Context: an optimization exercise on an open-source flow, tuned for small area and a short achievable clock period. The choices shown serve that exercise and are no tape-out recipe.
Power figures rest on the tool's default switching activity, not on a simulated workload.

Design frame_rx, start of the top module:
module frame_rx #(
    parameter MAX_FRAME_LEN = 256
) (
    input  wire        clk,
    input  wire        rst,
    input  wire        start,
    input  wire [1:0]  cfg_fmt,       
    input  wire        cfg_srv,       
    input  wire [15:0] cfg_tmo,       
    input  wire [15:0] cfg_fixlen,    
    input  wire        rx_valid,
    input  wire [7:0]  rx_data,
    output wire        rx_ready,
    input  wire        tick,
    input  wire        fault,
    output wire        awaiting_body,
    output wire        res_valid,
    output wire [3:0]  res_code,
    output wire [3:0]  res_cause,
    output wire [7:0]  res_rxst,
    output wire [15:0] rx_count,
    output wire [15:0] rx_lenfield,
    output wire [15:0] target,
    output wire [15:0] idle_count,
    output wire [15:0] field_rcv,
    output wire [15:0] field_calc,
    output wire [1:0]  dcode,
    output wire [7:0]  handler,
    output wire [7:0]  resp_op,
    output wire [7:0]  req_op,
    output wire        disp_ok,
    output wire [7:0]  disp_handler
);
export LEC_CHECK = 0
export CAP_MARGIN = 20
export CORE_MARGIN = 2
export CORE_UTILIZATION = 40
export CTS_BUF_LIST = sky130_fd_sc_hd__clkbuf_8
export SETUP_SLACK_MARGIN = 3.0
export SLEW_MARGIN = 20
create_clock -name core_clock -period 6.0 [get_ports {clk}]
standard.sh (not shown) runs the stock make flow with config.mk's settings and CLKGATE_MAP_FILE= SYNTH_SCRIPT=/design/flow/synth_recipe.tcl, a recipe that flattens the netlist after the stock synthesis.
==> flow/flow/run.sh <==
#!/bin/bash
# Standard layout, with the port buffers made of plain buf cells instead of
# the delay buffers buffer_ports picks by default. Every port still gets one.
set -euo pipefail
export BUFFER_PORTS_ARGS="-buffer_cell sky130_fd_sc_hd__buf_1"
bash standard.sh > flow_make.log 2>&1
==> next run, changes <==
--- a/flow/design.v
+++ b/flow/design.v
@@ -133,20 +133,18 @@
     reg        tmo_hit;      
     reg        lastb;        
     reg [15:0] acc;          
     reg [15:0] frcv;         
     reg [15:0] lf;           
     reg [7:0]  b0;
     reg        hit;          
     reg [2:0]  ent;          
     reg [7:0]  b5;
-    reg        b1z;          
-    reg        b1o;          
     reg        done;         
     reg        ge3;          
     reg        rv;
     reg [3:0]  rc;
     reg [1:0]  rcz;
     reg [7:0]  rxst;
     reg [8:0]  cnt;
     reg [8:0]  tgt;
     reg [15:0] idle;
@@ -189,20 +187,20 @@
     wire [15:0] crc_next = {crc_cur[7:0], 8'h00} ^ t_idx;
     wire [7:0] crc_want;
     wire       crc_ok;
     crc16_last u_last (.c(acc), .r(frcv), .d_want(crc_want), .c_ok(crc_ok));
     wire [7:0] want  = fzb ? ~acc[7:0] : crc_want;
     wire       valid = (b == want) & (fzb | crc_ok);
     wire [7:0] status = pos[5] ? b : b5;
     wire       st_ok  = fzb | (status == 8'h00);
     wire [7:0] b1        = lf[15:8];
-    wire       b1_zero   = b1z;
-    wire       b1_one    = b1o;
+    wire       b1_zero   = ~(|b1);
+    wire       b1_one    = (b1 == 8'd1);
     wire       std_ok    = (b1_zero & (b >= 8'd6)) | (b1_one & ~(|b));
     wire       zb_ok     = b1_zero & (|b) & (b <= 8'd252);
     wire       len_bad   = fzb ? ~zb_ok : ~std_ok;
     wire [8:0] std_tgt   = {b1[0], b} & {9{std_ok}};
     wire [8:0] zb_tgt    = ({1'b0, b} + 9'd4) & {9{zb_ok}};
     wire [8:0] len_tgt   = fzb ? zb_tgt : std_tgt;
     wire       b_hit;
     wire [2:0] b_ent;
     dispatch_rom u_rom (.opcode(b0), .hit(b_hit), .entry(b_ent));
@@ -241,20 +239,18 @@
                 tmo_hit <= idle2_hit;
             end
         end
     end
     always @(posedge clk) begin
         if (active && !fault && rx_valid) begin
             if (pos[0]) b0 <= b;
             if (pos[1]) begin
                 lf[15:8] <= b;
-                b1z <= (b == 8'd0);
-                b1o <= (b == 8'd1);
                 hit <= b_hit;
                 ent <= b_ent;
             end
             if (pos[2]) lf[7:0]  <= b;
             if (pos[3]) frcv[15:8] <= b;
             if (pos[4]) frcv[7:0]  <= b;
             if (pos[5]) b5 <= b;
             if (lastb && fzb) frcv <= {8'h00, b};
         end
=> The changed run passed the timing, design-rule and antenna checks; cell count fell by 0.91%; total power drops by 4.5%; hold slack is better by 0.026 ns; area after synthesis stays flat; utilization falls by 1.8 points; final area fell by 3.4%; maximum frequency rises by 1.3%; global-route usage went up by 0.69 points; worst setup slack improved by 0.040 ns; flip-flop and latch count decreases by 2.
Function was not checked in any run of this note: the RTL went through the layout flow alone.

-- static timing again, ports no longer ideal --
The flow's constraints put no driver on any port. The routed layouts listed below were extracted and timed again, unchanged, in two steps.
Step 1 assumes that a clkbuf_16 drives the clock port and a buf_2 every other input.
Step 2 times the ports against the registers' clock, not the clock port: input delays grow and output delays shrink by t, the midpoint of the rising clock arrivals with the driver on.
a / b / c = ideal / step 1 / step 2; a / b = the first two.
| run | t, ns | setup WS [ns] | hold WS [ns] | worst setup path after step 2 |
|---|---|---|---|---|
| the first run | 0.505 | 2.885 / 2.888 / 2.392 | 0.454 / 0.454 / 0.454 | input to register |
| the second run | 0.489 | 2.925 / 2.910 / 2.458 | 0.480 / 0.480 / 0.480 | input to register |
After both steps every run listed still meets setup and hold. The setup slack of the first run, which loses most, moves by +0.003 ns with the drivers and by -0.493 ns with both steps.
